This is an optimization exercise on Yosys and OpenROAD, whose aim is small area, a short achievable clock period and few clock cycles, not a production implementation.
Only simulation tests tie the RTL to the original design; equivalence was not proved.

branch zinc:
// fec_engine
module fec_engine (
    input  wire        clk,
    input  wire        rst,
    input  wire        cfg_valid,
    output wire        cfg_ready,
    input  wire [9:0]  cfg_k,
    input  wire [11:0] cfg_len,
    output reg  [5:0]  stat_p,
    output reg         stat_m16,
    output reg         stat_unavail,
    input  wire        in_valid,
    output wire        in_ready,
    input  wire [15:0] in_sym,
    output wire        out_valid,
    input  wire        out_ready,
    output wire [15:0] out_sym
);
    localparam integer NL = 15;              
    localparam integer NR = 53;              
    localparam integer NE = NR - NL;         
    function [7:0] t8;
        input [7:0] x;
        begin
            t8[0] = x[0] ^ x[1] ^ x[4] ^ x[5] ^ x[6];
            t8[1] = x[2] ^ x[5];
            t8[2] = x[2] ^ x[7];
            t8[3] = x[1] ^ x[4] ^ x[6] ^ x[7];
            t8[4] = x[4] ^ x[5] ^ x[7];
            t8[5] = x[1] ^ x[3] ^ x[4] ^ x[5];
            t8[6] = x[1] ^ x[2] ^ x[3] ^ x[4] ^ x[6];
            t8[7] = x[5];
        end
    endfunction
    function [15:0] t16;
        input [15:0] x;
        begin
            t16[0] = x[0] ^ x[3] ^ x[4] ^ x[6] ^ x[7] ^ x[13] ^ x[14];
            t16[1] = x[1] ^ x[2] ^ x[4] ^ x[5] ^ x[6] ^ x[8] ^ x[9] ^ x[11] ^ x[14];
            t16[2] = x[1] ^ x[5] ^ x[6] ^ x[11] ^ x[12] ^ x[13];
            t16[3] = x[3] ^ x[4] ^ x[9] ^ x[15];
            t16[4] = x[1] ^ x[4] ^ x[6] ^ x[7] ^ x[8] ^ x[9] ^ x[10] ^ x[11] ^ x[14] ^ x[15];
            t16[5] = x[3] ^ x[4] ^ x[5] ^ x[10] ^ x[12] ^ x[14];
            t16[6] = x[3] ^ x[4] ^ x[6] ^ x[7] ^ x[8] ^ x[10] ^ x[15];
            t16[7] = x[1] ^ x[2] ^ x[4] ^ x[5] ^ x[8] ^ x[9] ^ x[10];
            t16[8] = x[2] ^ x[5] ^ x[7] ^ x[8] ^ x[11] ^ x[12] ^ x[13] ^ x[14] ^ x[15];
            t16[9] = x[1] ^ x[2] ^ x[3] ^ x[5] ^ x[7] ^ x[8] ^ x[12] ^ x[13] ^ x[14] ^ x[15];
            t16[10] = x[3] ^ x[4] ^ x[5] ^ x[6] ^ x[7] ^ x[8] ^ x[11] ^ x[12] ^ x[13] ^ x[15];
            t16[11] = x[2] ^ x[7] ^ x[8] ^ x[10] ^ x[13];
  ...
make LEC_CHECK=0 CAP_MARGIN=20 CORE_MARGIN=2 CORE_UTILIZATION=60 PLACE_DENSITY=0.7 SETUP_SLACK_MARGIN=5 SLEW_MARGIN=20 finish   # period 10.0 ns
run.sh (not shown) runs the stock make flow with config.mk's settings and CLKGATE_MAP_FILE= SYNTH_SCRIPT=/design/flow/synth_recipe.tcl, a recipe that flattens the netlist after the stock synthesis.
Ran to the end and failed final checks on max-capacitance violations, max-slew violations: branch zinc.
Testbench counts of branch zinc, summed over its fixed seeds: cycles 47,564.
Relative to branch zinc, the following input files were edited for branch cedar:
- CTS_BUF_LIST newly set to sky130_fd_sc_hd__clkbuf_8
Notes after the runs:
- Although branch zinc finished all stages, its layout failed final checks on max-capacitance violations, max-slew violations.
- branch cedar finished end to end and its layout was clean on timing, DRC and antenna.
- Looking at period utilization, branch cedar sits 0.37 points higher than branch zinc does.
- Fraction of layout instances using a drive strength above 1: branch cedar vs branch zinc up 0.83 points
- Side by side, critical path depth turned out higher in branch cedar than in branch zinc.
- branch zinc -> branch cedar: number of vias after detailed routing flat
- Global-route usage (lower): branch cedar

========
Setup of lane 1:
Another version of the RTL of fec_engine (not shown whole).
For scale: about 1,800 flip-flops.
Design fec_engine, start of the top module:
module fec_engine (
    input  wire        clk,
    input  wire        rst,
    input  wire        cfg_valid,
    output wire        cfg_ready,
    input  wire [9:0]  cfg_k,
    input  wire [11:0] cfg_len,
    output reg  [5:0]  stat_p,
    output reg         stat_m16,
    output reg         stat_unavail,
    input  wire        in_valid,
    output wire        in_ready,
    input  wire [15:0] in_sym,
    output wire        out_valid,
    input  wire        out_ready,
    output wire [15:0] out_sym
);
    localparam integer NL = 15;              
    localparam integer NR = 53;              
    localparam integer NE = NR - NL;         
    function [7:0] t8;
        input [7:0] x;
        begin
            t8[0] = x[0] ^ x[2] ^ x[4] ^ x[6];
            t8[1] = x[2] ^ x[3] ^ x[4] ^ x[7];
            t8[2] = x[2] ^ x[4] ^ x[5];
            t8[3] = x[3] ^ x[5] ^ x[6] ^ x[7];
            t8[4] = x[4] ^ x[7];
            t8[5] = x[2] ^ x[6];
            t8[6] = x[1] ^ x[2] ^ x[3] ^ x[4] ^ x[6];
            t8[7] = x[5];
        end
    endfunction
    function [15:0] t16;
        input [15:0] x;
        begin
            t16[0] = x[0] ^ x[6] ^ x[7] ^ x[8] ^ x[13] ^ x[14];
            t16[1] = x[1] ^ x[4] ^ x[6] ^ x[13];
            t16[2] = x[1] ^ x[5] ^ x[6] ^ x[7] ^ x[10] ^ x[11] ^ x[13] ^ x[14];
            t16[3] = x[2] ^ x[6] ^ x[7] ^ x[9] ^ x[11] ^ x[13] ^ x[15];
            t16[4] = x[2] ^ x[3] ^ x[4] ^ x[7] ^ x[8] ^ x[13] ^ x[15];
            t16[5] = x[2] ^ x[5] ^ x[7] ^ x[8] ^ x[9] ^ x[14];
            t16[6] = x[3] ^ x[4] ^ x[5] ^ x[6] ^ x[8] ^ x[9] ^ x[12] ^ x[15];
  ...
Settings: LEC_CHECK=0, CAP_MARGIN=20, CORE_MARGIN=2, CORE_UTILIZATION=60, PLACE_DENSITY=0.7, SETUP_SLACK_MARGIN=5, SLEW_MARGIN=20; clock period 10.0 ns.
Testbench counts of lane 1, summed over its fixed seeds: cycles 47,564.
diff inputs: lane 1 => lane 2
# lane 1
export LEC_CHECK = 0
export CAP_MARGIN = 20
export CORE_MARGIN = 2
export CORE_UTILIZATION = 60
export PLACE_DENSITY = 0.7
export SETUP_SLACK_MARGIN = 5
export SLEW_MARGIN = 20
create_clock -name core_clock -period 10.0 [get_ports {clk}]
# lane 2
export LEC_CHECK = 0
export CAP_MARGIN = 20
export CORE_MARGIN = 2
export CORE_UTILIZATION = 60
export PLACE_DENSITY = 0.7
export SETUP_SLACK_MARGIN = 5
export SLEW_MARGIN = 20
export TNS_END_PERCENT = 20
create_clock -name core_clock -period 10.0 [get_ports {clk}]
--- outcome ---
Share of final-layout standard cells stronger than drive strength 1 was lower in lane 2 than in lane 1. Of the two values seen for source of the critical timing path, s_t2[6]$_DFFE_PP_ was produced by lane 2 and s_t2[7]$_DFFE_PP_ by lane 1. Cmp lane 1 and lane 2 / endpoint arrival time on the critical path / higher: lane 2. The run showing the smaller setup slack is lane 2. Routing usage on met3 delta (lane 1 -> lane 2): insignificant.

## what the ideal ports hide
Ports are ideal in the flow. The routed layouts listed here were re-timed in OpenROAD. Step 1 assumes that a clkbuf_16 drives the clock port and a buf_2 every other input. Step 2, shift: input delay + t, output delay - t, t = (earliest + latest rising clock arrival at the registers) / 2. This alone moves slack from input paths to output paths. Three values: no drivers, after step 1, after step 2; two values: the first two.
run	t (ns)	setup slack, ns	slew at the worst register clock pin (ns)	pins driven straight from the clock port
branch zinc	0.974	4.938 / 4.938 / 4.600	0.07 / 0.07	1
branch cedar	1.119	4.902 / 4.902 / 4.303	0.07 / 0.07	1
lane 1	0.957	4.893 / 4.893 / 4.505	0.07 / 0.07	1
lane 2	0.954	4.736 / 4.736 / 4.484	0.07 / 0.07	1
For branch cedar, which loses most, drivers alone change the setup slack by 0.000 ns; drivers and shift together by -0.599 ns.
